Source: an optimization exercise on an open RTL-to-GDS flow (aim: small area). Production flows keep margins and buffers that such runs may drop. Only simulation tests tie the RTL to the original design; equivalence was not proved. No activity file was given, so power comes from the tool's default toggle rates.

`flow/config.mk`:
```
export PLATFORM = sky130hd
export DESIGN_NAME = lm15_lge
export DESIGN_NICKNAME = lm15_lge
export VERILOG_FILES = /design/flow/design.v
export SDC_FILE = /design/flow/constraint.sdc
export NUM_CORES = 4
export LEC_CHECK = 0
export CAP_MARGIN = 20
export CORE_MARGIN = 2
export CORE_UTILIZATION = 40
export SLEW_MARGIN = 20
```
`flow/constraint.sdc`:
```
create_clock -name core_clock -period 10.0 [get_ports {clk}]
set_input_delay 2.0000 -clock core_clock [delete_from_list [all_inputs] [get_ports {clk}]]
set_output_delay 2.0000 -clock core_clock [all_outputs]
set_load 0.01 [all_outputs]
```
`flow/design.v`:
```
module lm15_lge (
    input  wire        clk,
    input  wire        rst,
    input  wire        cmd_valid,
    input  wire [87:0] cmd_word,
    output wire        busy,
    output reg         ill,
    output wire        lcd_ce,
    output wire        lcd_rs,
    output wire        tx_valid,
    output reg  [7:0]  tx_data,
    input  wire        tx_ready,
    output reg         mem_re,
    output reg  [1:0]  mem_space,
    output wire [15:0] mem_addr,
    input  wire [15:0] mem_rdata
);
    localparam [3:0] K_WIN = 4'd0, K_CON = 4'd1, K_LCD = 4'd2, K_INV = 4'd3,
                     K_STL = 4'd4, K_INL = 4'd5, K_PIX = 4'd6, K_HV  = 4'd7,
                     K_BRS = 4'd8, K_FIL = 4'd9, K_RCT = 4'd10, K_BMB = 4'd11,
                     K_BMT = 4'd12, K_STR = 4'd13;
    localparam [4:0]
        S_IDLE = 5'd0,  S_CTX  = 5'd1,  S_GAP  = 5'd2,  S_DRD  = 5'd3,
        S_DTX  = 5'd4,  S_DSE  = 5'd5,  S_DECC = 5'd6,  S_DECD = 5'd7,
        S_DECB = 5'd8,  S_L1   = 5'd9,  S_L2   = 5'd10, S_L2B  = 5'd11,
        S_L3   = 5'd12, S_L4   = 5'd13, S_L5   = 5'd14, S_L6   = 5'd15,
        S_B1   = 5'd16, S_B2   = 5'd17, S_B3   = 5'd18, S_B4   = 5'd19,
        S_B5   = 5'd20, S_B6   = 5'd21, S_T0   = 5'd22, S_T1   = 5'd23,
        S_T2   = 5'd24, S_T3   = 5'd25, S_T4   = 5'd26, S_T5   = 5'd27,
        S_T6   = 5'd28, S_ADD3 = 5'd29;
    reg [4:0]  st;
    reg [3:0]  k;
    reg [7:0]  A, B, C, D, I;
    reg [15:0] FG, BG, P;
    reg        hl;        
    reg        f0, f1;    
    reg        sy;        
    reg [1:0]  pass;      
    assign busy     = (st != S_IDLE);
    assign lcd_ce   = (st == S_CTX) | (st == S_DRD) | (st == S_DTX);
    assign lcd_rs   = (st != S_CTX);
    assign tx_valid = (st == S_CTX) | (st == S_DTX);
    wire [3:0] idx = I[3:0];
    wire [9:0] err = P[9:0];
    wire fil_like = (k == K_WIN) | (k == K_FIL) | (k == K_HV) | (k == K_BMB) | (k == K_BMT);
    wire rct      = (k == K_RCT);
    wire [7:0] ox0 = (rct & pass == 2'd3) ? C : 8'd0;
    wire [7:0] ox1 = (fil_like | (rct & pass != 2'd2)) ? C : 8'd0;
    wire [7:0] oy0 = (rct & pass == 2'd1) ? D : 8'd0;
    wire [7:0] oy1 = (fil_like | (rct & pass != 2'd0)) ? D : (k == K_STR) ? 8'd7 : 8'd0;
    wire [7:0] lin  = (fil_like | (rct & ~pass[1])) ? C : rct ? D : (k == K_STR) ? 8'd7 : 8'd0;
    wire cff = (C == 8'hFF), dff = (D == 8'hFF);
    wire empty = ((k == K_FIL) | (k == K_BMB) | (k == K_BMT)) & (cff | dff)
               | rct & (pass[1] ? dff : cff);
    wire xbyte  = (idx == 4'd1) | (idx == 4'd2) | (idx == 4'd6) | (idx == 4'd7);
    wire second = (idx >= 4'd6);
    reg  [10:0] ax, ay;
    reg         inv, cin;
    wire [10:0] R = ax + (ay ^ {11{inv}}) + {10'd0, cin};
    wire        rzero = (R == 11'd0);
    wire        neg = R[10];
    wire [7:0]  ch = mem_rdata[7:0];
    wire [10:0] gbase = ({3'b0, ch} - 11'd32) * 11'd6;
    always @(*) begin
        ax = 11'd0; ay = 11'd0; inv = 1'b0; cin = 1'b0;
        case (st)
            S_DECC: begin ax = {3'b0, C}; inv = 1'b1; end
            S_DECD: begin ax = {3'b0, D}; inv = 1'b1; end
            S_DECB: begin ax = {3'b0, B}; inv = 1'b1; end
            S_CTX: if (k == K_INL) begin
                ax = {3'b0, A}; ay = {3'b0, B};
            end else begin
                ax = {3'b0, xbyte ? A : B};
                ay = {3'b0, xbyte ? (second ? ox1 : ox0) : (second ? oy1 : oy0)};
            end
            S_DTX:  begin ax = {3'b0, (I == 8'd0) ? B : I}; inv = 1'b1; end
            S_T1:   begin ax = gbase; end
            S_T4:   begin ax = gbase; ay = {3'b0, C}; cin = 1'b1; end
            S_L1:   begin ax = {3'b0, C}; ay = {3'b0, A}; inv = 1'b1; cin = 1'b1; end
            S_L2:   begin ax = {3'b0, D}; ay = {3'b0, B}; inv = 1'b1; cin = 1'b1; end
            S_L2B:  begin ax = {3'b0, B}; ay = {3'b0, D}; inv = 1'b1; cin = 1'b1; end
            S_L4:   begin ax = {3'b0, D}; ay = {3'b0, C}; inv = 1'b1; cin = 1'b1; end
            S_L5:   begin ax = {3'b0, f1 ? C : D}; end
            S_L6:   begin ax = {err[9], err}; inv = 1'b1; end
            S_B1:   begin ax = {err[9], err}; ay = {3'b0, C}; end
            S_B2:   begin ax = {err[9], err}; ay = {3'b0, D}; inv = 1'b1; cin = 1'b1; end
            S_B3:   begin ax = {err[9], err}; ay = {3'b0, C}; end
            S_B4:   begin ax = {3'b0, A}; cin = 1'b1; end
            S_B5:   begin ax = {3'b0, B}; inv = sy; cin = ~sy; end
            S_B6:   begin ax = {3'b0, BG[7:0]}; inv = 1'b1; end
            S_T2:   begin ax = {3'b0, C}; ay = {3'b0, mem_rdata[7:0]}; inv = 1'b1; cin = 1'b1; end
            S_DSE:  begin ax = {3'b0, A}; cin = 1'b1; end
            S_T6:   begin ax = {3'b0, C}; cin = 1'b1; end
            S_ADD3: begin ax = {3'b0, A}; ay = 11'd3; end
            default: ;
        endcase
    end
    wire [7:0] V = R[7:0];
    wire [7:0] T = xbyte ? {V[6:0], second} : V;      
    wire       hinib = (idx == 4'd2) | (idx == 4'd4) | (idx == 4'd7) | (idx == 4'd9);
    wire [3:0] nib = hinib ? T[7:4] : T[3:0];
    wire [1:0] tag = second ? idx[1:0] - 2'd2 : idx[1:0] - 2'd1;
    reg [7:0] cbyte;
    reg [3:0] clast;
    always @(*) begin
        clast = 4'd9;
        case (k)
            K_CON: begin
                clast = 4'd2;
                cbyte = (idx == 4'd0) ? 8'hF4 : (idx == 4'd1) ? {4'hB, A[7:4]} : {4'hA, A[3:0]};
            end
            K_LCD: begin
                clast = 4'd1;
                cbyte = (idx == 4'd0) ? 8'hF0 : {7'b1000_000, A[0]};
            end
            K_INV: begin
                clast = 4'd1;
                cbyte = (idx == 4'd0) ? 8'hF0 : (A[0] ? 8'h99 : 8'h91);
            end
            K_STL: begin
                clast = 4'd2;
                cbyte = (idx == 4'd0) ? 8'hF0 : (idx == 4'd1) ? {4'h4, A[3:0]} : {4'h5, A[7:4]};
            end
            K_INL: begin
                clast = 4'd7;
                case (idx[2:0])
                    3'd1: cbyte = {4'h4, A[3:0]};
                    3'd2: cbyte = {4'h5, A[7:4]};
                    3'd4: cbyte = {4'h6, V[3:0]};
                    3'd5: cbyte = {4'h7, V[7:4]};
                    3'd7: cbyte = {6'b1000_00, C[1:0]};
                    default: cbyte = 8'hF5;
                endcase
            end
            default:
                cbyte = (idx == 4'd0) ? 8'hF0 : (idx == 4'd5) ? 8'hF5 : {2'b00, tag, nib};
        endcase
    end
    wire bm = (k == K_BMB) | (k == K_BMT);
    wire [15:0] color = bm ? mem_rdata
                      : ((k == K_STR) & (f0 | ~D[7])) ? BG : FG;
    always @(*) begin
        if (st == S_CTX) tx_data = cbyte;
        else             tx_data = hl ? color[7:0] : color[15:8];
    end
    wire        rd_font = (st == S_T1) | (st == S_T4);
    assign mem_addr = rd_font ? {5'b0, R} : P;
    always @(*) begin
        mem_re = 1'b0;
        mem_space = {1'b1, k == K_BMT};
        case (st)
            S_DRD: mem_re = 1'b1;
            S_T0, S_T3: begin mem_re = 1'b1; mem_space = 2'd1; end
            S_T1, S_T4: begin mem_re = 1'b1; mem_space = 2'd0; end
            default: ;
        endcase
    end
    wire [7:0] op = cmd_word[87:80];
    always @(posedge clk) begin
        if (rst) begin
            st  <= S_IDLE;
            ill <= 1'b0;
        end else begin
            if (st != S_CTX && st != S_GAP && st != S_DRD && st != S_DTX)
                I <= 8'd0;
            case (st)
                S_IDLE: begin
                    A  <= (op == 8'h14) ? 8'd0 : cmd_word[79:72];
                    B  <= (op == 8'h14) ? 8'd0 : cmd_word[71:64];
                    C  <= (op == 8'h14) ? 8'd101 : (op == 8'h20) ? 8'd0 : cmd_word[63:56];
                    D  <= (op == 8'h14) ? 8'd80 : cmd_word[55:48];
                    FG <= cmd_word[47:32];
                    BG <= cmd_word[31:16];
                    P  <= cmd_word[15:0];
                    pass <= 2'd0;
                    if (cmd_valid) begin
                        case (op)
                            8'h01: begin k <= K_WIN; st <= S_DECC; end
                            8'h02: begin k <= K_CON; st <= S_CTX; end
                            8'h03: begin k <= K_LCD; st <= S_CTX; end
                            8'h04: begin k <= K_INV; st <= S_CTX; end
                            8'h05: begin k <= K_STL; st <= S_CTX; end
                            8'h06: begin k <= K_INL; st <= S_DECB; end
                            8'h10: begin k <= K_PIX; st <= S_ADD3; end
                            8'h11: begin k <= K_HV;  st <= S_L1; end
                            8'h12, 8'h14: begin k <= K_FIL; st <= S_DECC; end
                            8'h13: begin k <= K_RCT; st <= S_DECC; end
                            8'h15: begin k <= K_BMB; st <= S_DECC; end
                            8'h16: begin k <= K_BMT; st <= S_DECC; end
                            8'h20: begin k <= K_STR; st <= S_ADD3; end
                            default: ill <= 1'b1;
                        endcase
                    end
                end
                S_DECC: begin C <= R[7:0]; st <= S_DECD; end
                S_DECD: begin D <= R[7:0]; st <= S_ADD3; end
                S_ADD3: begin A <= R[7:0]; st <= (k == K_STR) ? S_T0 : S_CTX; end
                S_DECB: begin B <= R[7:0]; st <= S_CTX; end
                S_CTX: if (tx_ready) begin
                    I <= I + 8'd1;
                    if (idx == clast)
                        st <= (k <= K_INL) ? S_IDLE : S_GAP;
                end
                S_GAP: begin
                    I <= lin; hl <= 1'b0;
                    if (fil_like) B <= D;        
                    st <= S_DRD;
                end
                S_DRD: st <= empty ? S_DSE : S_DTX;
                S_DTX: begin
                    st <= S_DRD;
                    if (tx_ready) begin
                        hl <= ~hl;
                        if (hl) begin
                            if (bm) P <= P + 16'd1;
                            if (k == K_STR) D <= {D[6:0], 1'b0};
                            if (I == 8'd0) begin
                                if (~fil_like | (B == 8'd0)) st <= S_DSE;
                                if (fil_like) B <= R[7:0];
                                I <= lin;
                            end else
                                I <= R[7:0];
                        end
                    end
                end
                S_DSE: begin
                    case (k)
                        K_RCT: begin
                            pass <= pass + 2'd1;
                            st <= (pass == 2'd3) ? S_IDLE : S_CTX;
                        end
                        K_BRS: st <= (BG[7:0] == 8'd0) ? S_IDLE : S_B1;
                        K_STR: begin
                            A <= R[7:0];
                            if (f0) begin
                                C <= 8'd0;
                                P <= P + 16'd1;
                                st <= S_T0;
                            end else
                                st <= S_T6;
                        end
                        default: st <= S_IDLE;
                    endcase
                end
                S_L1: if (neg) begin             
                    A <= C; C <= A; B <= D; D <= B;
                end else begin
                    C <= R[7:0];                  
                    st <= S_L2;
                end
                S_L2: if (neg) begin
                    sy <= 1'b1; st <= S_L2B;
                end else begin
                    sy <= 1'b0; D <= R[7:0]; st <= S_L3;
                end
                S_L2B: begin
                    D <= R[7:0];                  
                    if (C == 8'd0) B <= D;        
                    st <= S_L3;
                end
                S_L3: if (D == 8'd0 || C == 8'd0) st <= S_ADD3;    
                      else begin k <= K_BRS; st <= S_L4; end
                S_L4: begin f1 <= neg; st <= S_L5; end           
                S_L5: begin
                    P[9:0]  <= {3'b0, R[7:1]};
                    BG[7:0] <= R[7:0];
                    st <= f1 ? S_ADD3 : S_L6;
                end
                S_L6: begin P[9:0] <= ~R[9:0]; st <= S_ADD3; end
                S_B1: begin f0 <= ~neg & ~rzero; st <= S_B2; end
                S_B2: begin f1 <= neg; if (f0) P[9:0] <= R[9:0]; st <= S_B3; end
                S_B3: begin if (f1) P[9:0] <= R[9:0]; st <= S_B4; end
                S_B4: begin if (f0) A <= R[7:0]; st <= S_B5; end
                S_B5: begin if (f1) B <= R[7:0]; st <= S_B6; end
                S_B6: begin BG[7:0] <= R[7:0]; st <= S_CTX; end
                S_T0: st <= S_T1;
                S_T1: st <= (ch == 8'd0) ? S_IDLE : S_T2;
                S_T2: begin f0 <= rzero; st <= rzero ? S_CTX : S_T3; end
                S_T3: st <= S_T4;
                S_T4: st <= S_T5;
                S_T5: begin D <= ch; st <= S_CTX; end
                S_T6: begin C <= R[7:0]; st <= S_T0; end
                default: st <= S_IDLE;
            endcase
        end
    end
endmodule
```
`flow/flow/run.sh`:
```
#!/bin/bash
# Standard ORFS layout with three changes to how it is built:
#  - synthesis maps the logic with an area-oriented ABC script (flow/area.abc)
#    instead of ORFS's abc_area.script; everything else in synthesis is the
#    standard script (synth_recipe.tcl, ORFS synth.tcl);
#  - port buffers use sky130_fd_sc_hd__buf_1;
#  - CTS does not add dummy loads.
set -euo pipefail
here=$(pwd)
sed 's|^source $::env(SCRIPTS_DIR)/synth_preamble.tcl$|&\nset abc_args [lreplace $abc_args 1 1 '"$here"'/flow/area.abc]|' \
    "$FLOW_HOME/scripts/synth.tcl" > "$here/my_synth_core.tcl"
grep -q "flow/area.abc" "$here/my_synth_core.tcl"
sed "s|source \$::env(SCRIPTS_DIR)/synth.tcl|source $here/my_synth_core.tcl|" synth_recipe.tcl > "$here/my_synth.tcl"
grep -q my_synth_core "$here/my_synth.tcl"
bash standard.sh SYNTH_SCRIPT="$here/my_synth.tcl" \
    "BUFFER_PORTS_ARGS=-buffer_cell sky130_fd_sc_hd__buf_1" \
    "CTS_ARGS=-sink_clustering_enable -repair_clock_nets -dont_use_dummy_load -buf_list sky130_fd_sc_hd__clkbuf_8" \
    CAP_MARGIN=0 SLEW_MARGIN=0 GPL_TIMING_DRIVEN=0 \
    finish > "$here/flow_make.log" 2>&1
```
`flow/flow/area.abc`:
```
strash
&get -n
&fraig -x
&put
scorr
dc2
strash
&get -n
&dch -f
&nf -R 1000
&put
```
`flow/standard.sh`:
```
#!/bin/bash
# synth_recipe.tcl (not shown) runs the flow's synth.tcl, then flattens the netlist and writes it again
# the make line also repeats each setting of config.mk as NAME=value (left out here)
make -C /OpenROAD-flow-scripts/flow DESIGN_CONFIG=/design/flow/config.mk WORK_HOME=/design/flow/orfs CLKGATE_MAP_FILE= SYNTH_SCRIPT=/design/flow/synth_recipe.tcl "${@:-finish}"
```
==> impl_metrics.py, run 1 <==
metrics = {
    "status": {
        "status": "finished with violations",
        "so_faults": "capacitance limit, slew limit",
    },
    "synthesis": {
        "synthCells": 1097,
        "async_reset_ff_share_pct": 0,
        "synth_xor_xnor_area_share_pct": 3.65,
        "synth_edf_count": 98,
        "synthFlopType": "edfxtp_1",
        "syn_nets": 1238,
        "synthMuxAreaShare_pct": 3.24,
        "ys_types": 57,
        "synth_top_family_by_area": "compound AO/OA/AOI/OAI gates",
        "ys_ff_latch": 104,
        "yosysSeqAreaShare_pct": 33.6,
        "synth-warning-count": 1,
        "synth_fa_ha_area_share_pct": 4.77,
        "syn_area_sq_mm": 0.00912,
        "synth_simple_gate_area_share_pct": 22.9,
        "avgSynthCellArea_sq_um": 8.31,
        "synth_compound_area_share_pct": 30.1,
    },
    "setup_path": {
        "critPathRequiredTime_ps": 8000,
        "crit_fanout": 21,
        "cpMostUsedCell": "o21ai_0",
        "crit_arrival_ps": 7610,
        "startpoint_type": "flop",
        "crit_path_end_kind": "output port",
        "worst-setup-path-type": "flop to output port",
        "crit_slowest_cell": "o21ai_0",
        "worstSetupStartpoint": "st[4]",
        "crit_path_max_incr_delay_ps": 1190,
        "reg2reg_from": "st[4]",
        "crit_chain": "or3_1 -> nor2_2 -> buf_8 -> clkinv_1 -> o21ai_0 -> a221oi_1 -> fa_1 -> clkinv_1 -> fa_1 -> a21o_1 -> a21oi_1 -> o21bai_1 -> a21oi_1 -> xnor2_1 -> nor2_1 -> a211oi_1 -> o21ai_0 -> and4b_1 -> o21ai_0 -> buf_1",
    },
    "finish": {
        "n_fill_cell": 2310,
        "multi_input_area_sq_mm": 0.00595,
        "diodes": 0,
        "nets": 1397,
        "area_growth_pct": 12.7,
        "seq_area_sq_mm": 0.00306,
        "final_cells": 1539,
        "drive_above_1_share_pct": 3.03,
    },
    "route": {
        "vias": 10600,
        "drtAntennaViolNets": 0,
        "wire_per_inst_um": 27.8,
        "drtIter0Drc": 2034,
        "vias_per_cell": 6.89,
        "wl_um": 42800,
        "post-route-drc-count": 0,
        "first_pass_iters": 8,
    },
    "pwr": {
        "powerDensity_mw_per_mm2": 92.2,
        "ir_drop_mv": 0.0566,
        "p_leak_nw": 3.66,
        "power_uw": 948,
    },
    "sta": {
        "rsz0062_at_grt": "no",
        "timing.final.crit_share_pct": 96.1,
        "final-hold-violation-count": 0,
        "slew_headroom_pct": -2.90,
        "fin_crit_ps": 9610,
        "fin_setup_tns_ps": 0,
        "fin_skew_ps": 29.5,
        "final_max_slew_viol_count": 8,
        "max_freq_mhz": 104,
        "setup_violations": 0,
        "worst_pin_slew_ps": 1530,
    },
    "placement": {
        "gp_congestion": 1.03,
        "placed_cells": 1528,
        "io_buffers": 139,
        "dp_hpwl_um": 31900,
    },
    "cts": {
        "root_buffer": "clkbuf_8",
        "cts_hold_buf": 0,
        "cts_tree": "built",
        "ctsResizeCount": 0,
        "cts_buffers": 9,
        "cts_setup_buffers": 0,
        "clock_path_buffers": 2,
        "clock-sinks": 104,
        "clk_pin_slew_ps": 120,
        "clk_latency_ps": 400,
        "h-tree-depth": 3,
    },
    "floorplan": {
        "core_area_sq_mm": 0.0225,
        "die_h_um": 155,
        "num_io_pins": 140,
        "start_util_pct": 40.5,
        "die_area_sq_mm": 0.0240,
        "rows": 55,
        "dieWidth_um": 155,
    },
    "flow_run": {
        "cap_viol_max_count": 2,
    },
    "grt": {
        "grt_pass1_vias": 9777,
        "grt_pass1_wl_um": 62600,
        "antenna_found_initial": 0,
        "grt_overflow": 0,
        "grt_use_total_pct": 35.0,
        "grt_max_degree": 26,
    },
    "hold_path": {
        "hold_class": "flop to flop",
        "worstHoldStart": "ill",
    },
}
[worst max-delay path, delay by kind of cell (launching register included)]
family | cells | cell delay, ps
buffers and inverters | 4 | 1070
adder cells (fa/ha/maj) | 2 | 760
flip-flops | 1 | 560
AO/OA/AOI/OAI | 9 | 2590
XOR/XNOR | 1 | 1010
AND/OR/NAND/NOR | 4 | 1190
[layout by cell type (no fill, tap or decap), types with 10 or more instances in the layout]
| cell type | Yosys | layout |
|---|---|---|
| and3_1 | 13 | 13 |
| or3_1 | 10 | 10 |
| and2_0 | 17 | 17 |
| o21ai_0 | 109 | 108 |
| nand3_1 | 35 | 35 |
| xor2_1 | 19 | 19 |
| o22ai_1 | 11 | 11 |
| ha_1 | 30 | 30 |
| edfxtp_1 | 98 | 98 |
| a21o_1 | 13 | 13 |
| xnor2_1 | 19 | 17 |
| a21oi_1 | 94 | 92 |
| buf_1 | 0 | 139 |
| nor3_1 | 32 | 31 |
| nand4_1 | 19 | 19 |
| a22oi_1 | 35 | 35 |
| a221oi_1 | 14 | 14 |
| a31oi_1 | 40 | 40 |
| o211ai_1 | 13 | 13 |
| nor4_1 | 18 | 18 |
| a222oi_1 | 33 | 33 |
| nor2_1 | 100 | 96 |
| nand2_1 | 146 | 146 |
| nand2b_1 | 14 | 14 |
| clkinv_1 | 43 | 43 |
| nor2b_1 | 12 | 12 |
[power by group]
part           total [mW]  switching (mW)  internal [mW]  leakage [nW]
clock network       0.242           0.160         0.0819        0.0647
logic               0.160          0.0996         0.0600          2.59
registers           0.546          0.0432          0.503          1.01
total               0.948           0.303          0.645          3.66
[Yosys cell counts (9+ instances only)]
| cell | number | area share [%] |
|---|---|---|
| a211oi_1 | 9 | 0.74 |
| a21o_1 | 13 | 1.1 |
| a21oi_1 | 94 | 5.2 |
| a221oi_1 | 14 | 1.3 |
| a222oi_1 | 33 | 3.6 |
| a22oi_1 | 35 | 2.9 |
| a31oi_1 | 40 | 2.7 |
| and2_0 | 17 | 1.2 |
| and3_1 | 13 | 0.89 |
| clkinv_1 | 43 | 1.8 |
| edfxtp_1 | 98 | 32 |
| ha_1 | 30 | 4.1 |
| nand2_1 | 146 | 6.0 |
| nand2b_1 | 14 | 0.96 |
| nand3_1 | 35 | 1.9 |
| nand4_1 | 19 | 1.3 |
| nor2_1 | 100 | 4.1 |
| nor2b_1 | 12 | 0.82 |
| nor3_1 | 32 | 1.8 |
| nor4_1 | 18 | 1.2 |
| o211ai_1 | 13 | 1.1 |
| o21ai_0 | 109 | 6.0 |
| o22ai_1 | 11 | 0.75 |
| or3_1 | 10 | 0.69 |
| xnor2_1 | 19 | 1.8 |
| xor2_1 | 19 | 1.8 |
[metrics by stage]
stage	utilization, %	hold slack [ps]	worst slack, ps	area, sq um
6_report	45.7	498	392	10300
5_1_grt	45.7	578	261	10300
4_1_cts	45.6	501	674	10300
3_5_place_dp	45.0	470	1110	10100
3_3_place_gp	44.4	461	-560	10000
2_1_floorplan	-	502	2660	9120
[flip-flops by register name (all words and copies together), names as in the netlist, 4 cells and up]
register / cells
BG: 16
FG: 16
P: 16
A: 8
B: 8
C: 8
D: 8
I: 8
st: 5
k: 4
[layout make-up]
| type | instances | share of cell area [%] |
|---|---|---|
| clock buffer | 9 | 1.20 |
| multi-input combinational | 950 | 57.9 |
| timing repair buffer | 148 | 6.10 |
| inverter | 43 | 1.57 |
| tap | 285 | 3.47 |
| sequential | 104 | 29.8 |
[path summary, 6_finish.rpt]
check,to,slack [ps],cells past startpoint
worst max-delay path,tx_data[3],390,20
worst min-delay path,ill,500,2
worst max register to register,C[5],1720,21
worst min register to register,ill,500,2
[logic make-up after synthesis]
group | after synthesis
mux | 19
flops | 104
simple gates | 439
xor+xnor | 38
compound gates | 421
fa+ha+maj | 33
buf+inv | 43
[per-layer routing]
metal  global-route usage (%)  wire length [um]  vias to the layer above
met4                     15.2              1830                        0
met2                     51.9             18500                      797
met5                        0                 0                        -
li1                         -                 -                     4691
met3                     7.72              5430                      110
met1                     49.1             17100                     5009
==> inputs of run 2 (changes only) <==
--- a/flow/flow/run.sh
+++ b/flow/flow/run.sh
@@ -15,5 +15,4 @@
 bash standard.sh SYNTH_SCRIPT="$here/my_synth.tcl" \
     "BUFFER_PORTS_ARGS=-buffer_cell sky130_fd_sc_hd__buf_1" \
-    "CTS_ARGS=-sink_clustering_enable -repair_clock_nets -dont_use_dummy_load -buf_list sky130_fd_sc_hd__clkbuf_8" \
-    CAP_MARGIN=0 SLEW_MARGIN=0 GPL_TIMING_DRIVEN=0 \
+    "CTS_ARGS=-sink_clustering_enable -repair_clock_nets -dont_use_dummy_load" \
     finish > "$here/flow_make.log" 2>&1
==> impl_metrics.py, run 2 <==
metrics = {
    "status": {
        "status": "no timing/DRC/antenna violations",
    },
    "sta": {
        "final-hold-violation-count": 0,
        "fin_setup_tns_ps": 0,
        "fin_crit_ps": 8500,
        "fin_skew_ps": 20.8,
        "slew_headroom_pct": 15.8,
        "timing.final.crit_share_pct": 85.0,
        "setup_slack_ps": 1500,
        "max_freq_mhz": 118,
        "final_max_slew_viol_count": 0,
        "worst_pin_slew_ps": 1250,
        "setup_violations": 0,
        "rsz0062_at_grt": "no",
    },
    "pwr": {
        "p_leak_nw": 3.80,
        "ir_drop_mv": 0.0736,
        "powerDensity_mw_per_mm2": 100,
    },
    "cts": {
        "h-tree-depth": 3,
        "cts_setup_buffers": 0,
        "cts_tree": "built",
        "cts_hold_buf": 0,
        "clock-sinks": 104,
        "clock_path_buffers": 2,
        "root_buffer": "clkbuf_16",
        "cts_buffers": 9,
        "clk_latency_ps": 370,
        "clk_pin_slew_ps": 70,
        "ctsResizeCount": 0,
    },
    "floorplan": {
        "rows": 55,
        "die_area_sq_mm": 0.0240,
        "dieWidth_um": 155,
        "core_area_sq_mm": 0.0225,
        "num_io_pins": 140,
        "die_h_um": 155,
        "start_util_pct": 40.5,
    },
    "synthesis": {
        "avgSynthCellArea_sq_um": 8.31,
        "synthMuxAreaShare_pct": 3.24,
        "synthCells": 1097,
        "synth-warning-count": 1,
        "synth_simple_gate_area_share_pct": 22.9,
        "async_reset_ff_share_pct": 0,
        "synth_xor_xnor_area_share_pct": 3.65,
        "yosysTopAreaCell": "edfxtp_1",
        "ys_top_cells_by_area": "edfxtp_1 32%, nand2_1 6.0%, o21ai_0 6.0%",
        "synth_edf_count": 98,
        "syn_area_sq_mm": 0.00912,
        "synth_commonest_cells": "146 x nand2_1, 109 x o21ai_0, 100 x nor2_1, 98 x edfxtp_1, 94 x a21oi_1",
        "synth_compound_area_share_pct": 30.1,
        "ys_ff_latch": 104,
        "synth_fa_ha_area_share_pct": 4.77,
        "synth_top_family_by_area": "compound AO/OA/AOI/OAI gates",
        "yosysSeqAreaShare_pct": 33.6,
        "synth_top_area_share_pct": 32.3,
        "ys_types": 57,
        "synthFlopType": "edfxtp_1",
        "syn_nets": 1238,
        "synth_most_common_cell": "nand2_1",
    },
    "hold_path": {
        "hold_class": "flop to flop",
    },
    "placement": {
        "io_buffers": 139,
        "dp_hpwl_um": 33700,
        "dp_slack_ps": 1920,
        "gp_congestion": 1.05,
    },
    "grt": {
        "grt_pass1_vias": 9796,
        "grt_overflow": 0,
        "grt_max_degree": 31,
        "antenna_found_initial": 0,
        "grt_use_total_pct": 36.5,
        "grt_pass1_wl_um": 64700,
    },
    "finish": {
        "most-common-layout-cells": "146 x nand2_1, 139 x buf_1, 108 x o21ai_0, 98 x edfxtp_1, 97 x nor2_1",
        "diodes": 0,
        "final_common_cell": "nand2_1",
        "drive_above_1_share_pct": 4.16,
        "area_growth_pct": 14.9,
        "nets": 1418,
        "reg_top3": "BG x16, FG x16, P x16",
    },
    "route": {
        "wire_per_inst_um": 28.5,
        "drtIter0Drc": 1894,
        "post-route-drc-count": 0,
        "vias": 10800,
        "first_pass_iters": 9,
        "vias_per_cell": 6.91,
        "drtAntennaViolNets": 0,
        "wl_um": 44500,
    },
    "setup_path": {
        "crit_fanout": 11,
        "crit_path_end_kind": "output port",
        "worst-setup-path-type": "flop to output port",
        "rrSetupSlack_ps": 2590,
        "crit_arrival_ps": 6500,
        "critPathRequiredTime_ps": 8000,
        "startpoint_type": "flop",
    },
    "flow_run": {
        "cap_viol_max_count": 0,
    },
}
## run 2: metal layers
| layer | GRT usage, % | vias to the layer above | share of wire [%] |
|---|---|---|---|
| met5 | 0 | - | 0 |
| met4 | 18.0 | 0 | 5.7 |
| met3 | 7.13 | 140 | 12 |
| met2 | 54.1 | 799 | 42 |
| met1 | 50.8 | 5117 | 40 |
| li1 | - | 4726 | - |
## run 2: area by class of cell
| cell class | count | area, sq um |
|---|---|---|
| sequential | 104 | 3060 |
| fill | 2295 | 12000 |
| multi-input combinational | 950 | 5920 |
| inverter | 43 | 161 |
| tap | 285 | 357 |
| clock buffer | 9 | 225 |
| timing repair buffer | 169 | 747 |
## run 2: stage by stage
stage / cell area, sq um / total power, mW / cells / utilization (%) / hold WS (ps)
after CTS: 10500 / 1.04 / 1560 / 46.5 / 477
after detailed placement: 10200 / 0.713 / 1551 / 45.5 / 461
final: 10500 / 1.05 / 1560 / 46.6 / 469
after global placement: 10200 / 0.712 / 1551 / 45.5 / 462
after floorplan: 9120 / 0.625 / 1097 / - / 502
after global routing: 10500 / 1.08 / 1560 / 46.6 / 492
## run 2: worst paths after layout
path / startpoint / end / cells past startpoint
hold / removal: ill / ill / 2
setup reg to reg: k[0] / C[7] / 28
setup / recovery: k[0] / tx_data[3] / 26
hold reg to reg: ill / ill / 2
## run 2: worst max-delay path, stage by stage, from the launching register on
cell      delay, ps
edfxtp_1        650
nor2_1          220
and3_1          310
a21o_1          210
a31oi_1         130
nand2_1         180
a21oi_1         250
o21ai_0         390
a31oi_1         300
a211o_1         130
nand4_1         100
xnor2_1         230
fa_1            220
clkinv_1        100
fa_1            450
a21o_1          190
a21oi_1         320
o21bai_1        100
a21oi_1         310
xnor2_1         160
buf_4           220
nor2_1           60
a211oi_1        210
o21ai_0         110
and4b_1         210
o21ai_0         170
buf_1           200
## run 2: cell families (layout without fill, tap and decap cells)
family	after synthesis	after routing
simple gates	439	439
compound gates	421	421
flops	104	104
buf+inv	43	221
xor+xnor	38	38
fa+ha+maj	33	33
mux	19	19
## run 2: power by group
part	internal, mW	switching (mW)	total, mW
combinational	0.0614	0.104	0.166
clock	0.160	0.177	0.337
sequential	0.503	0.0425	0.546
total	0.725	0.323	1.05
==> inputs of run 3 (changes only) <==
--- a/flow/design.v
+++ b/flow/design.v
@@ -42,5 +42,5 @@
     assign tx_valid = (st == S_CTX) | (st == S_DTX);
     wire [3:0] idx = I[3:0];
-    wire [9:0] err = P[9:0];
+    wire [9:0] err = BG[9:0];
     wire fil_like = (k == K_WIN) | (k == K_FIL) | (k == K_HV) | (k == K_BMB) | (k == K_BMT);
     wire rct      = (k == K_RCT);
@@ -81,6 +81,6 @@
             S_L2B:  begin ax = {3'b0, B}; ay = {3'b0, D}; inv = 1'b1; cin = 1'b1; end
             S_L4:   begin ax = {3'b0, D}; ay = {3'b0, C}; inv = 1'b1; cin = 1'b1; end
-            S_L5:   begin ax = {3'b0, f1 ? C : D}; end
-            S_L6:   begin ax = {err[9], err}; inv = 1'b1; end
+            S_L5:   begin ay = {4'b0, f1 ? C[7:1] : D[7:1]}; inv = ~f1; cin = ~f1; end
+            S_L6:   begin ay = {3'b0, f1 ? C : D}; inv = 1'b1; cin = 1'b1; end
             S_B1:   begin ax = {err[9], err}; ay = {3'b0, C}; end
             S_B2:   begin ax = {err[9], err}; ay = {3'b0, D}; inv = 1'b1; cin = 1'b1; end
@@ -88,5 +88,4 @@
             S_B4:   begin ax = {3'b0, A}; cin = 1'b1; end
             S_B5:   begin ax = {3'b0, B}; inv = sy; cin = ~sy; end
-            S_B6:   begin ax = {3'b0, BG[7:0]}; inv = 1'b1; end
             S_T2:   begin ax = {3'b0, C}; ay = {3'b0, mem_rdata[7:0]}; inv = 1'b1; cin = 1'b1; end
             S_DSE:  begin ax = {3'b0, A}; cin = 1'b1; end
@@ -230,5 +229,5 @@
                             st <= (pass == 2'd3) ? S_IDLE : S_CTX;
                         end
-                        K_BRS: st <= (BG[7:0] == 8'd0) ? S_IDLE : S_B1;
+                        K_BRS: st <= (P[7:0] == 8'd0) ? S_IDLE : S_B1;
                         K_STR: begin
                             A <= R[7:0];
@@ -262,16 +261,11 @@
                       else begin k <= K_BRS; st <= S_L4; end
                 S_L4: begin f1 <= neg; st <= S_L5; end           
-                S_L5: begin
-                    P[9:0]  <= {3'b0, R[7:1]};
-                    BG[7:0] <= R[7:0];
-                    st <= f1 ? S_ADD3 : S_L6;
-                end
-                S_L6: begin P[9:0] <= ~R[9:0]; st <= S_ADD3; end
-                S_B1: begin f0 <= ~neg & ~rzero; st <= S_B2; end
-                S_B2: begin f1 <= neg; if (f0) P[9:0] <= R[9:0]; st <= S_B3; end
-                S_B3: begin if (f1) P[9:0] <= R[9:0]; st <= S_B4; end
+                S_L5: begin BG[9:0] <= R[9:0]; st <= S_L6; end    
+                S_L6: begin P[7:0] <= R[7:0]; st <= S_ADD3; end    
+                S_B1: begin f0 <= ~neg & ~rzero; P <= P + 16'd1; st <= S_B2; end
+                S_B2: begin f1 <= neg; if (f0) BG[9:0] <= R[9:0]; st <= S_B3; end
+                S_B3: begin if (f1) BG[9:0] <= R[9:0]; st <= S_B4; end
                 S_B4: begin if (f0) A <= R[7:0]; st <= S_B5; end
-                S_B5: begin if (f1) B <= R[7:0]; st <= S_B6; end
-                S_B6: begin BG[7:0] <= R[7:0]; st <= S_CTX; end
+                S_B5: begin if (f1) B <= R[7:0]; st <= S_CTX; end
                 S_T0: st <= S_T1;
                 S_T1: st <= (ch == 8'd0) ? S_IDLE : S_T2;
--- a/flow/flow/run.sh
+++ b/flow/flow/run.sh
@@ -15,4 +15,5 @@
 bash standard.sh SYNTH_SCRIPT="$here/my_synth.tcl" \
     "BUFFER_PORTS_ARGS=-buffer_cell sky130_fd_sc_hd__buf_1" \
-    "CTS_ARGS=-sink_clustering_enable -repair_clock_nets -dont_use_dummy_load" \
+    "CTS_ARGS=-sink_clustering_enable -repair_clock_nets -dont_use_dummy_load -buf_list sky130_fd_sc_hd__clkbuf_4 -root_buf sky130_fd_sc_hd__clkbuf_16" \
+    GPL_TIMING_DRIVEN=0 CORE_UTILIZATION=55 \
     finish > "$here/flow_make.log" 2>&1
==> flow/flow/area.abc (replaced) <==
strash
&get -n
&fraig -x
&put
scorr
dc2
strash
&get -n
&deepsyn -T 60
&dch -f
&nf -R 1000 -p -C 32 -F 8 -A 4
&put
==> impl_metrics.py, run 3 <==
metrics = {
    "status": {
        "status": "no timing/DRC/antenna violations",
    },
    "cts": {
        "clk_pin_slew_ps": 60,
        "clk_latency_ps": 360,
        "cts_setup_buffers": 0,
        "cts_hold_buf": 0,
        "h-tree-depth": 3,
        "clock_path_buffers": 2,
        "root_buffer": "clkbuf_16",
        "cts_tree": "built",
        "clock-sinks": 104,
        "cts_buffers": 9,
    },
    "floorplan": {
        "dieWidth_um": 127,
        "die_area_sq_mm": 0.0161,
        "num_io_pins": 140,
        "rows": 44,
        "die_h_um": 127,
        "start_util_pct": 56.8,
        "core_area_sq_mm": 0.0146,
    },
    "setup_path": {
        "path_buf_inv": 2,
        "critPathTopFamily": "compound AO/OA/AOI/OAI gates",
        "cpMostUsedCell": "o21ai_0",
        "startpoint_type": "flop",
        "crit_slowest_cell": "nor3_2",
        "crit_arrival_ps": 7450,
        "worst-setup-path-type": "flop to output port",
        "crit_path_max_incr_delay_ps": 740,
        "crit_path_end_kind": "output port",
        "critPathRequiredTime_ps": 8000,
        "crit_chain": "nor2_1 -> mux2i_1 -> nor3_2 -> o21ai_0 -> o22ai_1 -> a221oi_1 -> fa_1 -> fa_1 -> nor2b_1 -> o21ai_0 -> nand2b_1 -> a21o_1 -> a21o_1 -> xor2_4 -> clkinv_1 -> a221o_1 -> o21ai_0 -> a221oi_1 -> nor4_1 -> buf_1",
        "crit_fanout": 25,
    },
    "placement": {
        "io_buffers": 139,
        "gp_congestion": 1.08,
        "placed_cells": 1299,
        "dp_slack_ps": -874,
        "dp_hpwl_um": 25700,
    },
    "synthesis": {
        "syn_nets": 1106,
        "ys_types": 56,
        "synth_top_area_share_pct": 35.4,
        "synth_most_common_cell": "nand2_1",
        "yosysSeqAreaShare_pct": 36.8,
        "synth_simple_gate_area_share_pct": 23.4,
        "syn_area_sq_mm": 0.00832,
        "synth_xor_xnor_area_share_pct": 2.10,
        "synthMuxAreaShare_pct": 1.70,
        "synth_commonest_cells": "122 x nand2_1, 98 x edfxtp_1, 86 x nor2_1, 71 x a21oi_1, 67 x o21ai_0",
        "synthFlopType": "edfxtp_1",
        "ys_ff_latch": 104,
        "ys_top_cells_by_area": "edfxtp_1 35%, a222oi_1 5.8%, nand2_1 5.5%",
        "synth_fa_ha_area_share_pct": 5.38,
        "yosysTopAreaCell": "edfxtp_1",
        "async_reset_ff_share_pct": 0,
        "synth_top_family_by_area": "compound AO/OA/AOI/OAI gates",
        "synthCells": 964,
        "synth_edf_count": 98,
        "synth_compound_area_share_pct": 28.1,
        "avgSynthCellArea_sq_um": 8.64,
        "synth-warning-count": 1,
    },
    "finish": {
        "final_cells": 1308,
        "area_growth_pct": 14.8,
        "final_common_cell": "buf_1",
        "nets": 1268,
        "reg_top3": "BG x16, FG x16, P x16",
        "diodes": 0,
        "most-common-layout-cells": "139 x buf_1, 122 x nand2_1, 98 x edfxtp_1, 84 x nor2_1, 71 x a21oi_1",
        "drive_above_1_share_pct": 4.45,
    },
    "route": {
        "first_pass_iters": 10,
        "drtAntennaViolNets": 0,
        "post-route-drc-count": 0,
        "vias": 9576,
        "wl_um": 34000,
        "wire_per_inst_um": 26.0,
        "drtIter0Drc": 1938,
        "vias_per_cell": 7.32,
    },
    "sta": {
        "max_freq_mhz": 106,
        "worst_hold_slack_ps": 470,
        "fin_setup_tns_ps": 0,
        "setup_slack_ps": 554,
        "fin_skew_ps": 23.6,
        "worst_pin_slew_ps": 1050,
        "slew_headroom_pct": 29.7,
        "timing.final.crit_share_pct": 94.5,
        "rsz0062_at_grt": "no",
        "final-hold-violation-count": 0,
        "fin_crit_ps": 9450,
        "setup_violations": 0,
        "final_max_slew_viol_count": 0,
    },
    "grt": {
        "grt_use_total_pct": 41.8,
        "grt.met1_usage_pct": 57.5,
        "grt_overflow": 0,
        "met3_usage_pct": 12.3,
        "grt_max_degree": 26,
        "met2_usage_pct": 59.2,
        "grt_pass1_vias": 8758,
        "grt_pass1_wl_um": 51100,
        "busiest_layer": "met2",
        "antenna_found_initial": 0,
    },
    "pwr": {
        "switching_share_pct": 55.2,
        "p_leak_nw": 3.47,
        "pwr-share-seq_pct": 32.9,
        "ir_drop_mv": 0.191,
        "p_clk_share_pct": 9.6,
        "p_sw_mw": 1.77,
        "p_comb_share_pct": 57.6,
        "powerDensity_mw_per_mm2": 336,
        "p_int_mw": 1.44,
    },
    "hold_path": {
        "hold_class": "flop to flop",
    },
    "flow_run": {
        "cap_viol_max_count": 0,
    },
}
[run 3: per-layer routing]
metal  routed length, um  vias up  share of wire, %
met3                5340      165                16
met1               12600     4377                37
met5                   0        -                 0
met2               13800      855                41
li1                    -     4179                 -
met4                2240        0               6.6
[run 3: stage by stage]
step           instance area, sq um  total power, mW  utilization (%)
2_1_floorplan                  8320             1.96                -
3_3_place_gp                   9080             2.69             62.0
3_5_place_dp                   9270             2.76             63.3
4_1_cts                        9510             3.08             65.0
5_1_grt                        9560             3.32             65.3
6_report                       9560             3.22             65.3
[run 3: worst paths after layout]
| kind | from | end | depth (start not counted) | slack (ps) |
|---|---|---|---|---|
| max | st[1] | tx_data[3] | 20 | 550 |
| min | ill | ill | 2 | 470 |
| max reg2reg | st[1] | B[2] | 24 | 1490 |
| min reg2reg | ill | ill | 2 | 470 |
[run 3: cells by family after synthesis]
| logic type | after synthesis |
|---|---|
| simple gates | 402 |
| mux | 13 |
| flops | 104 |
| compound gates | 334 |
| buf+inv | 57 |
| xor+xnor | 20 |
| fa+ha+maj | 34 |
[run 3: what timing repair did]
action | CTS | global route
endpoints found under the setup margin | 5 | 2
resized for setup | 5 | 10
gates cloned | 0 | 0
[run 3: worst min-delay path, stage by stage (launching register included)]
cell and delay (ps):
dfxtp_1 320, a21oi_1 40, nor2_1 70
[run 3: power by group through the flow]
| stage | sequential, mW | combinational, mW | clock, mW |
|---|---|---|---|
| after floorplan | 0.900 | 1.06 | 0 |
| after global placement | 1.04 | 1.65 | 0 |
| after detailed placement | 1.04 | 1.73 | 0 |
| after CTS | 1.03 | 1.74 | 0.306 |
| after global routing | 1.07 | 1.94 | 0.319 |
| final | 1.06 | 1.85 | 0.307 |
[run 3: final cells by class]
class | instances | area, sq um
Timing Repair Buffer | 151 | 619
Inverter | 57 | 215
Multi-Input combinational cell | 803 | 5200
Sequential cell | 104 | 3070
Fill cell | 1295 | 5090
Clock buffer | 9 | 225
Tap cell | 184 | 230
==> inputs of run 4 (changes only) <==
--- a/flow/flow/run.sh
+++ b/flow/flow/run.sh
@@ -16,4 +16,3 @@
     "BUFFER_PORTS_ARGS=-buffer_cell sky130_fd_sc_hd__buf_1" \
     "CTS_ARGS=-sink_clustering_enable -repair_clock_nets -dont_use_dummy_load -buf_list sky130_fd_sc_hd__clkbuf_4 -root_buf sky130_fd_sc_hd__clkbuf_16" \
-    GPL_TIMING_DRIVEN=0 CORE_UTILIZATION=55 \
     finish > "$here/flow_make.log" 2>&1
==> impl_metrics.py, run 4 <==
metrics = {
    "finish": {
        "area_growth_pct": 16.6,
        "most-common-layout-cells": "139 x buf_1, 122 x nand2_1, 98 x edfxtp_1, 85 x nor2_1, 71 x a21oi_1",
        "final_util_pct": 47.8,
        "n_fill_cell": 2077,
        "diodes": 0,
        "drive_above_1_share_pct": 4.44,
        "final_common_cell": "buf_1",
        "reg_top3": "BG x16, FG x16, P x16",
        "seq_area_sq_mm": 0.00306,
        "multi_input_area_sq_mm": 0.00508,
        "nets": 1292,
    },
    "cts": {
        "cts_tree": "built",
        "clock-sinks": 104,
        "h-tree-depth": 3,
        "clk_latency_ps": 370,
        "ctsResizeCount": 0,
        "cts_hold_buf": 0,
        "clk_pin_slew_ps": 60,
        "root_buffer": "clkbuf_16",
        "cts_setup_buffers": 0,
        "clock_path_buffers": 2,
        "cts_buffers": 9,
    },
    "synthesis": {
        "synth_top_area_share_pct": 35.4,
        "syn_nets": 1106,
        "yosysSeqAreaShare_pct": 36.8,
        "avgSynthCellArea_sq_um": 8.64,
        "ys_top_cells_by_area": "edfxtp_1 35%, a222oi_1 5.8%, nand2_1 5.5%",
        "ys_types": 56,
        "synth_most_common_cell": "nand2_1",
        "synth_commonest_cells": "122 x nand2_1, 98 x edfxtp_1, 86 x nor2_1, 71 x a21oi_1, 67 x o21ai_0",
        "ys_ff_latch": 104,
        "synthCells": 964,
        "synthFlopType": "edfxtp_1",
        "yosysTopAreaCell": "edfxtp_1",
        "synth-warning-count": 1,
        "async_reset_ff_share_pct": 0,
        "syn_area_sq_mm": 0.00832,
        "synth_edf_count": 98,
    },
    "setup_path": {
        "worst-setup-path-type": "flop to output port",
        "crit_fanout": 15,
        "crit_arrival_ps": 7210,
        "rrSetupSlack_ps": 2170,
        "crit_path_end_kind": "output port",
        "critPathTopFamily": "compound AO/OA/AOI/OAI gates",
        "crit_chain": "nor3_1 -> nor2_1 -> o31ai_1 -> clkinv_1 -> a21oi_1 -> o311ai_0 -> buf_4 -> a221oi_1 -> a21oi_1 -> fa_1 -> fa_1 -> nor2b_1 -> o21ai_0 -> nand2b_1 -> a21o_1 -> a21o_1 -> xor2_1 -> clkinv_1 -> a221o_1 -> o21ai_0 -> a221oi_1 -> nor4_1 -> buf_1",
        "crit_slowest_cell": "o31ai_1",
        "critPathRequiredTime_ps": 8000,
        "crit_path_max_incr_delay_ps": 650,
        "startpoint_type": "flop",
        "path_buf_inv": 4,
    },
    "grt": {
        "grt_pass1_wl_um": 55700,
        "grt_overflow": 0,
        "grt_max_degree": 29,
        "antenna_found_initial": 1,
        "grt_use_total_pct": 34.0,
        "grt_pass1_vias": 8846,
    },
    "route": {
        "vias": 9511,
        "drtIter0Drc": 1710,
        "post-route-drc-count": 0,
        "drtAntennaViolNets": 0,
        "vias_per_cell": 6.71,
        "first_pass_iters": 10,
        "wire_per_inst_um": 26.6,
        "wl_um": 37700,
    },
    "sta": {
        "rsz0062_at_grt": "no",
        "max_freq_mhz": 109,
        "final-hold-violation-count": 0,
        "worst_pin_slew_ps": 1060,
        "fin_crit_ps": 9210,
        "final_max_slew_viol_count": 0,
        "slew_headroom_pct": 28.5,
        "fin_setup_tns_ps": 0,
        "fin_skew_ps": 21.9,
        "timing.final.crit_share_pct": 92.1,
        "setup_slack_ps": 788,
        "setup_violations": 0,
    },
    "floorplan": {
        "num_io_pins": 140,
        "core_area_sq_mm": 0.0203,
        "die_h_um": 148,
        "dieWidth_um": 148,
        "die_area_sq_mm": 0.0220,
        "start_util_pct": 41.0,
        "rows": 52,
    },
    "pwr": {
        "ir_drop_mv": 0.174,
        "p_leak_nw": 3.57,
        "powerDensity_mw_per_mm2": 345,
        "power_mw": 3.35,
    },
    "placement": {
        "gp_congestion": 1.08,
        "io_buffers": 139,
        "dp_slack_ps": 1050,
        "dp_hpwl_um": 29100,
    },
    "hold_path": {
        "hold_class": "flop to flop",
    },
    "flow_run": {
        "cap_viol_max_count": 0,
    },
    "status": {
        "status": "no timing/DRC/antenna violations",
    },
}
## run 4: cell counts after synthesis
Identical to the previous run, type by type.
## run 4: kinds of logic after synthesis
family          after synthesis  synth area share [%]
flops                       104                  36.8
simple gates                402                  23.4
mux                          13                  1.70
buf+inv                      57                  2.57
fa+ha+maj                    34                  5.38
compound gates              334                  28.1
xor+xnor                     20                  2.10
## run 4: final cells by class
| cell class | count | area share, % |
|---|---|---|
| multi-input combinational | 803 | 52.3 |
| sequential | 104 | 31.5 |
| timing repair buffer | 175 | 8.16 |
| inverter | 57 | 2.20 |
| tap | 270 | 3.48 |
| clock buffer | 9 | 2.32 |
## run 4: worst paths after layout
path,cells after the start,endpoint,from
worst max-delay path,23,tx_data[3],k[0]
worst min-delay path,2,ill,ill
worst max register to register,26,C[2],k[0]
worst min register to register,2,ill,ill
## run 4: where the power goes
| part | switching [mW] | internal (mW) | total (mW) | leakage [nW] |
|---|---|---|---|---|
| Clock | 0.155 | 0.159 | 0.314 | 0.111 |
| Sequential | 0.313 | 0.742 | 1.06 | 0.995 |
| Combinational | 1.34 | 0.638 | 1.98 | 2.46 |
## run 4: metal layers
layer	vias to the layer above	wire length (um)	track usage, %
met3	116	4960	9.29
met1	4445	15200	47.9
li1	4224	-	-
met4	2	1590	13.2
met5	-	13	0
met2	724	15900	49.5
## run 4: through the flow
| stage | cell area [sq um] | cells | hold slack [ps] |
|---|---|---|---|
| floorplan | 8320 | 964 | 502 |
| global placement | 9480 | 1409 | 447 |
| detailed placement | 9480 | 1409 | 468 |
| CTS | 9700 | 1418 | 482 |
| global route | 9710 | 1418 | 571 |
| finish | 9710 | 1418 | 495 |
## run 4: worst reg2reg max path: stages, from the launching register on
cell,delay [ps]
edfxtp_1,620
nor3_1,530
nor2_1,250
o31ai_1,650
clkinv_1,340
a21oi_1,270
o311ai_0,230
buf_4,230
a221oi_1,360
nor2_1,70
a21oi_1,170
fa_1,250
fa_1,260
nor2b_1,70
o21ai_0,150
nand2b_1,130
a21o_1,190
a21o_1,200
a21o_1,180
a21o_1,190
a21o_1,180
a21oi_1,160
xor2_1,360
xnor2_1,290
o21ai_0,770
clkinv_1,310
o21ai_0,240
==> inputs of run 5 (changes only) <==
--- a/flow/flow/run.sh
+++ b/flow/flow/run.sh
@@ -1,9 +1,11 @@
 #!/bin/bash
-# Standard ORFS layout with three changes to how it is built:
+# Standard ORFS layout with these changes to how it is built:
 #  - synthesis maps the logic with an area-oriented ABC script (flow/area.abc)
 #    instead of ORFS's abc_area.script; everything else in synthesis is the
 #    standard script (synth_recipe.tcl, ORFS synth.tcl);
 #  - port buffers use sky130_fd_sc_hd__buf_1;
-#  - CTS does not add dummy loads.
+#  - synthesis does not extract half/full adder cells (ADDER_MAP_FILE empty),
+#    so ABC maps the adders together with the rest of the logic;
+#  - CTS does not add dummy loads and uses clkbuf_4 below the root buffer.
 set -euo pipefail
 here=$(pwd)
@@ -16,3 +18,4 @@
     "BUFFER_PORTS_ARGS=-buffer_cell sky130_fd_sc_hd__buf_1" \
     "CTS_ARGS=-sink_clustering_enable -repair_clock_nets -dont_use_dummy_load -buf_list sky130_fd_sc_hd__clkbuf_4 -root_buf sky130_fd_sc_hd__clkbuf_16" \
+    ADDER_MAP_FILE= \
     finish > "$here/flow_make.log" 2>&1
==> flow/flow/area.abc (replaced) <==
strash
&get -n
&fraig -x
&put
scorr
dc2
strash
&get -n
&deepsyn -T 150
&dch -f
&nf -R 1000 -p -C 32 -F 8 -A 4
&put
==> impl_metrics.py, run 5 <==
metrics = {
    "floorplan": {
        "dieWidth_um": 145,
        "core_area_sq_mm": 0.0195,
        "num_io_pins": 140,
        "start_util_pct": 40.7,
        "die_area_sq_mm": 0.0210,
        "die_h_um": 145,
        "rows": 51,
    },
    "synthesis": {
        "synth_top_area_share_pct": 37.1,
        "ys_top_cells_by_area": "edfxtp_1 37%, nand2_1 6.3%, a222oi_1 6.3%",
        "ys_ff_latch": 104,
        "synth_commonest_cells": "134 x nand2_1, 98 x edfxtp_1, 96 x nor2_1, 67 x a21oi_1, 53 x o21ai_0",
        "yosysSeqAreaShare_pct": 38.7,
        "synthFlopType": "edfxtp_1",
        "async_reset_ff_share_pct": 0,
        "synth-warning-count": 1,
        "syn_area_sq_mm": 0.00792,
        "syn_nets": 1038,
        "synthCells": 930,
        "ys_types": 57,
        "avgSynthCellArea_sq_um": 8.52,
        "yosysTopAreaCell": "edfxtp_1",
        "synth_edf_count": 98,
        "synth_most_common_cell": "nand2_1",
    },
    "cts": {
        "cts_buffers": 9,
        "h-tree-depth": 3,
        "clock-sinks": 104,
        "clk_pin_slew_ps": 80,
        "cts_tree": "built",
        "root_buffer": "clkbuf_16",
        "clk_latency_ps": 370,
        "cts_hold_buf": 0,
        "clock_path_buffers": 2,
    },
    "sta": {
        "final-hold-violation-count": 0,
        "slew_headroom_pct": 25.7,
        "fin_crit_ps": 9470,
        "max_freq_mhz": 106,
        "fin_setup_tns_ps": 0,
        "worst_hold_slack_ps": 474,
        "timing.final.crit_share_pct": 94.7,
        "final_max_slew_viol_count": 0,
        "setup_violations": 0,
        "fin_skew_ps": 24.4,
        "rsz0062_at_grt": "no",
        "worst_pin_slew_ps": 1110,
    },
    "route": {
        "wl_um": 38600,
        "wire_per_inst_um": 27.4,
        "drtIter0Drc": 1900,
        "vias": 9555,
        "drtAntennaViolNets": 0,
        "vias_per_cell": 6.79,
        "first_pass_iters": 12,
        "post-route-drc-count": 0,
    },
    "setup_path": {
        "crit_fanout": 9,
        "cpMostUsedCell": "maj3_1",
        "crit_path_max_incr_delay_ps": 510,
        "crit_path_end_kind": "output port",
        "crit_arrival_ps": 7470,
        "worst-setup-path-type": "flop to output port",
        "critPathRequiredTime_ps": 8000,
        "crit_slowest_cell": "maj3_1",
        "startpoint_type": "flop",
    },
    "finish": {
        "drive_above_1_share_pct": 6.93,
        "final_cells": 1407,
        "final_common_cell": "buf_1",
        "nets": 1250,
        "most-common-layout-cells": "139 x buf_1, 134 x nand2_1, 98 x edfxtp_1, 91 x nor2_1, 67 x a21oi_1",
        "n_fill_cell": 1977,
        "reg_top3": "BG x16, FG x16, P x16",
        "fin_area_sq_mm": 0.00949,
        "area_growth_pct": 19.8,
    },
    "placement": {
        "dpl_cell_area_sq_mm": 0.00923,
        "io_buffers": 139,
        "dp_hpwl_um": 29000,
        "gp_congestion": 1.02,
        "placed_cells": 1393,
    },
    "grt": {
        "grt_overflow": 0,
        "met2_usage_pct": 55.0,
        "busiest_layer": "met2",
        "grt.met1_usage_pct": 51.4,
        "met3_usage_pct": 8.29,
        "antenna_found_initial": 1,
        "grt_pass1_vias": 8869,
        "grt_pass1_wl_um": 56900,
        "grt_use_total_pct": 37.0,
        "grt_max_degree": 32,
    },
    "status": {
        "status": "no timing/DRC/antenna violations",
    },
    "pwr": {
        "switching_share_pct": 56.9,
        "ir_drop_mv": 0.303,
        "powerDensity_mw_per_mm2": 428,
        "pwr-share-seq_pct": 27.9,
        "p_sw_mw": 2.31,
        "p_int_mw": 1.75,
        "p_comb_share_pct": 64.1,
        "p_clk_share_pct": 8.0,
        "p_leak_nw": 3.16,
        "power_mw": 4.06,
    },
    "hold_path": {
        "hold_class": "flop to flop",
    },
    "flow_run": {
        "cap_viol_max_count": 0,
    },
}
run 5: changes by cell type after synthesis, moves of 8 or more:
cell / previous run / this run
nand2_1: 122 / 134
nand3_1: 34 / 45
xnor2_1: 8 / 28
nor2_1: 86 / 96
o21ai_0: 67 / 53
clkinv_1: 57 / 41
nand4_1: 15 / 7
a21o_1: 17 / 2
ha_1: 31 / 0
run 5: through the flow:
step	util (%)	setup slack [ps]
final	48.8	530
after CTS	48.6	309
after global routing	48.8	29.6
after detailed placement	47.4	717
after global placement	47.4	781
after floorplan	-	1080
run 5: kinds of logic (layout without fill, tap and decap cells):
kind of cell    Yosys count  count (layout)  share of synthesized area (%)
simple gates            417             417                           24.7
buf+inv                  41             251                           1.94
xor+xnor                 40              40                           4.42
flops                   104             104                           38.7
other cells               0               2                              0
mux                      17              17                           2.40
fa+ha+maj                 6               6                          0.758
compound gates          305             305                           27.2
run 5: final cells by class:
class / instances / area, sq um / area share, %
well taps: 265 / 332 / 3.49
clock buffers: 9 / 225 / 2.37
inverters: 41 / 154 / 1.62
flip-flops and latches: 104 / 3060 / 32.3
diodes: 2 / 5.00 / 0.0527
repair buffers: 201 / 987 / 10.4
multi-input cells: 785 / 4730 / 49.8
run 5: critical path, delay by kind of cell (launching register included):
family	cells	cell delay, ps
fa+ha+maj	6	2570
flops	1	470
compound gates	8	1300
xor+xnor	1	150
simple gates	10	2460
buf+inv	1	160
run 5: what timing repair did:
item                                   in CTS  in global routing
resized for setup                           0                  6
setup endpoints to repair                   0                  4
endpoints found under the hold margin       0                  0
buffers inserted                            0                  3
run 5: per-layer routing:
metal	routed length [um]	part of all wire [%]
met1	15500	40
met2	16900	44
met3	4400	11
met4	1780	4.6
met5	0	0
run 5: power groups by stage:
stage	logic (mW)	clock network [mW]	registers, mW
floorplan	1.32	0	0.980
global placement	2.51	0	1.13
detailed placement	2.48	0	1.13
CTS	2.49	0.325	1.12
global route	2.74	0.338	1.14
finish	2.60	0.326	1.13
run 5: worst paths after layout:
path	from	endpoint	slack (ps)	cells after the start
setup / recovery	st[4]	mem_addr[10]	530	26
hold / removal	ill	ill	470	1
setup reg to reg	st[4]	C[7]	1680	29
hold reg to reg	ill	ill	470	1
==> inputs of run 6 (changes only) <==
--- a/flow/design.v
+++ b/flow/design.v
@@ -74,5 +74,5 @@
                 ay = {3'b0, xbyte ? (second ? ox1 : ox0) : (second ? oy1 : oy0)};
             end
-            S_DTX:  begin ax = {3'b0, (I == 8'd0) ? B : I}; inv = 1'b1; end
+            S_DTX:  begin ax = {3'b0, B}; inv = 1'b1; end
             S_T1:   begin ax = gbase; end
             S_T4:   begin ax = gbase; ay = {3'b0, C}; cin = 1'b1; end
@@ -91,4 +91,5 @@
             S_DSE:  begin ax = {3'b0, A}; cin = 1'b1; end
             S_T6:   begin ax = {3'b0, C}; cin = 1'b1; end
+            S_T5:   begin ay = {3'b0, mem_rdata[7:0]}; end
             S_ADD3: begin ax = {3'b0, A}; ay = 11'd3; end
             default: ;
@@ -161,5 +162,5 @@
             ill <= 1'b0;
         end else begin
-            if (st != S_CTX && st != S_GAP && st != S_DRD && st != S_DTX)
+            if (st != S_CTX && st != S_DRD && st != S_DTX)
                 I <= 8'd0;
             case (st)
@@ -202,5 +203,5 @@
                 end
                 S_GAP: begin
-                    I <= lin; hl <= 1'b0;
+                    hl <= 1'b0;
                     if (fil_like) B <= D;        
                     st <= S_DRD;
@@ -214,10 +215,10 @@
                             if (bm) P <= P + 16'd1;
                             if (k == K_STR) D <= {D[6:0], 1'b0};
-                            if (I == 8'd0) begin
+                            if (I == lin) begin
                                 if (~fil_like | (B == 8'd0)) st <= S_DSE;
                                 if (fil_like) B <= R[7:0];
-                                I <= lin;
+                                I <= 8'd0;
                             end else
-                                I <= R[7:0];
+                                I <= I + 8'd1;
                         end
                     end
@@ -233,5 +234,4 @@
                             A <= R[7:0];
                             if (f0) begin
-                                C <= 8'd0;
                                 P <= P + 16'd1;
                                 st <= S_T0;
@@ -268,10 +268,10 @@
                 S_B4: begin if (f0) A <= R[7:0]; st <= S_B5; end
                 S_B5: begin if (f1) B <= R[7:0]; st <= S_CTX; end
-                S_T0: st <= S_T1;
+                S_T0: begin if (f0) C <= R[7:0]; st <= S_T1; end    
                 S_T1: st <= (ch == 8'd0) ? S_IDLE : S_T2;
                 S_T2: begin f0 <= rzero; st <= rzero ? S_CTX : S_T3; end
                 S_T3: st <= S_T4;
                 S_T4: st <= S_T5;
-                S_T5: begin D <= ch; st <= S_CTX; end
+                S_T5: begin D <= R[7:0]; st <= S_CTX; end
                 S_T6: begin C <= R[7:0]; st <= S_T0; end
                 default: st <= S_IDLE;
==> impl_metrics.py, run 6 <==
metrics = {
    "cts": {
        "cts_hold_buf": 0,
        "clock-sinks": 104,
        "h-tree-depth": 3,
        "clk_pin_slew_ps": 70,
        "clk_latency_ps": 370,
        "cts_tree": "built",
        "clock_path_buffers": 2,
        "cts_buffers": 9,
        "root_buffer": "clkbuf_16",
        "cts_setup_buffers": 0,
    },
    "hold_path": {
        "worstHoldStart": "ill",
        "hold_class": "flop to flop",
    },
    "synthesis": {
        "synth_edf_count": 98,
        "synthFlopType": "edfxtp_1",
        "async_reset_ff_share_pct": 0,
        "synth_commonest_cells": "116 x nand2_1, 104 x nor2_1, 98 x edfxtp_1, 60 x o21ai_0, 51 x a21oi_1",
        "synth_top_area_share_pct": 37.5,
        "synthCells": 896,
        "ys_types": 57,
        "yosysSeqAreaShare_pct": 39.0,
        "syn_nets": 1004,
        "ys_top_cells_by_area": "edfxtp_1 37%, nand2_1 5.5%, a222oi_1 5.1%",
        "yosysTopAreaCell": "edfxtp_1",
        "synth-warning-count": 1,
        "avgSynthCellArea_sq_um": 8.76,
        "synth_most_common_cell": "nand2_1",
        "syn_area_sq_mm": 0.00785,
        "ys_ff_latch": 104,
    },
    "sta": {
        "fin_skew_ps": 18.1,
        "setup_violations": 0,
        "slew_headroom_pct": 21.6,
        "rsz0062_at_grt": "no",
        "timing.final.crit_share_pct": 94.9,
        "fin_crit_ps": 9490,
        "final_max_slew_viol_count": 0,
        "setup_slack_ps": 510,
        "fin_setup_tns_ps": 0,
        "max_freq_mhz": 105,
        "final-hold-violation-count": 0,
        "worst_pin_slew_ps": 1170,
    },
    "setup_path": {
        "reg2reg_from": "k[3]",
        "crit_path_end_kind": "output port",
        "r2r_cells": 24,
        "startpoint_type": "flop",
        "crit_arrival_ps": 7490,
        "crit_path_end": "mem_addr[10]",
        "worst-setup-path-type": "flop to output port",
        "critPathRequiredTime_ps": 8000,
        "r2r_end": "D[7]",
        "worstSetupStartpoint": "k[3]",
        "crit_fanout": 9,
        "rrSetupSlack_ps": 1540,
    },
    "finish": {
        "final_common_cell": "buf_1",
        "fin_area_sq_mm": 0.00934,
        "n_fill_cell": 1973,
        "drive_above_1_share_pct": 6.04,
        "nets": 1203,
        "reg_top3": "BG x16, FG x16, P x16",
        "most-common-layout-cells": "139 x buf_1, 116 x nand2_1, 102 x nor2_1, 98 x edfxtp_1, 58 x o21ai_0",
        "area_growth_pct": 19.0,
    },
    "floorplan": {
        "die_area_sq_mm": 0.0208,
        "num_io_pins": 140,
        "core_area_sq_mm": 0.0193,
        "rows": 51,
        "die_h_um": 144,
        "start_util_pct": 40.6,
        "dieWidth_um": 144,
    },
    "route": {
        "drtIter0Drc": 1754,
        "wire_per_inst_um": 26.1,
        "wl_um": 35400,
        "vias_per_cell": 6.69,
        "drtAntennaViolNets": 0,
        "post-route-drc-count": 0,
        "first_pass_iters": 10,
        "vias": 9091,
    },
    "grt": {
        "grt_max_degree": 33,
        "grt_pass1_wl_um": 51600,
        "grt_use_total_pct": 33.9,
        "grt_pass1_vias": 8297,
        "antenna_found_initial": 2,
        "grt_overflow": 0,
    },
    "pwr": {
        "p_leak_nw": 3.11,
        "power_mw": 1.14,
        "ir_drop_mv": 0.0793,
        "powerDensity_mw_per_mm2": 122,
    },
    "placement": {
        "dp_slack_ps": 928,
        "gp_congestion": 1.04,
        "dp_hpwl_um": 27000,
        "dpl_cell_area_sq_mm": 0.00909,
        "io_buffers": 139,
    },
    "status": {
        "status": "no timing/DRC/antenna violations",
    },
    "flow_run": {
        "cap_viol_max_count": 0,
    },
}
run 6: changes by cell type after synthesis, sizes merged, moves of 10 or more:
cell	change
a21oi	-16
a22oi	+13
a222oi	-10
nand3	-24
nand2	-18
nor3	-11
run 6: cell families (layout without fill, tap and decap cells):
group                      Yosys count  in the layout  share of synthesized area, %
other                                0              1                             0
adders and majority gates            6              6                         0.765
DFF                                104            104                          39.0
xor gates and xnor gates            36             36                          4.21
AOI/OAI and AO/OA                  305            305                          27.9
and+or+nand+nor                    390            390                          23.6
muxes                               20             20                          2.85
buffers and inverters               35            232                          1.67
run 6: critical path: stages, from the launching register on:
cell and delay (ps):
edfxtp_1 560, nor2_1 410, nor2_1 150, a32oi_1 430, o21ai_1 360, a22o_1 330, a221o_1 460, a221oi_1 320
xnor2_1 150, maj3_1 430, maj3_1 400, maj3_1 400, maj3_1 400, maj3_1 400, maj3_1 410, nor2_1 100
nor2_1 80, o21bai_1 250, o21ai_0 230, o21ai_0 220, nand3b_1 170, mux2_1 330, buf_1 140
run 6: layer usage:
| layer | vias up | wire length [um] | GRT usage (%) |
|---|---|---|---|
| met5 | - | 0 | 0 |
| met4 | 0 | 1830 | 16.2 |
| met3 | 142 | 4250 | 8.61 |
| met2 | 675 | 15900 | 53.1 |
| met1 | 4281 | 13500 | 43.8 |
| li1 | 3993 | - | - |
run 6: cell type report:
class	count	area [sq um]	share of cell area (%)
Inverter	35	131	1.41
Sequential cell	104	3060	32.8
Multi-Input combinational cell	757	4700	50.3
Tap cell	265	332	3.55
Clock buffer	9	225	2.41
Timing Repair Buffer	188	890	9.53
Antenna cell	1	2.50	0.0268
run 6: stage by stage:
stage	hold WS [ps]	utilization, %	std cells
floorplan	502	-	896
global placement	453	47.0	1348
detailed placement	466	47.0	1348
CTS	483	48.2	1357
global route	497	48.3	1358
finish	472	48.3	1359
run 6: what timing repair did:
action / CTS / global route
endpoints found under the hold margin: 0 / 0
resized for setup: 0 / 1
endpoints found under the setup margin: 0 / 1
run 6: power by group:
part           internal (mW)  leakage, nW  switching (mW)
clock network          0.159        0.111           0.158
logic                 0.0859         1.99           0.159
registers              0.523         1.00          0.0555
run 6: how the worst min path moves through the flow:
| stage | to | cells past startpoint |
|---|---|---|
| after floorplan | ill | 2 |
| after global placement | ill | 2 |
| after detailed placement | ill | 2 |
| after CTS | ill | 2 |
| after global routing | ill | 2 |
| final | ill | 2 |

[re-timing with driven ports]
Ports are ideal in the flow. The routed layouts listed here were re-timed in OpenROAD. Step 1 assumes that a clkbuf_16 drives the clock port and a buf_2 every other input. Step 2 adds t to the input delays and takes it off the output delays; t is the mean of the earliest and latest rising clock arrival at the registers after step 1. Input paths then give back, and output paths get back, about the clock's delay inside the block. Three values: ideal ports, drivers, drivers and shift; two values: the first two.
run	t (ns)	slack for setup (ns)	worst setup path after step 2	slew at the worst register clock pin (ns)	worst slew at a driven data input, ns
run 1	0.435	0.392 / 0.346 / 0.782	register to output	0.12 / 0.12	0.04
run 2	0.408	1.496 / 1.447 / 1.725	input to output	0.08 / 0.08	0.05
run 3	0.398	0.554 / 0.509 / 0.907	register to output	0.08 / 0.08	0.05
run 4	0.404	0.788 / 0.739 / 1.143	register to output	0.08 / 0.08	0.05
run 5	0.405	0.530 / 0.483 / 0.775	input to output	0.08 / 0.08	0.06
run 6	0.404	0.510 / 0.462 / 0.820	input to output	0.08 / 0.08	0.05
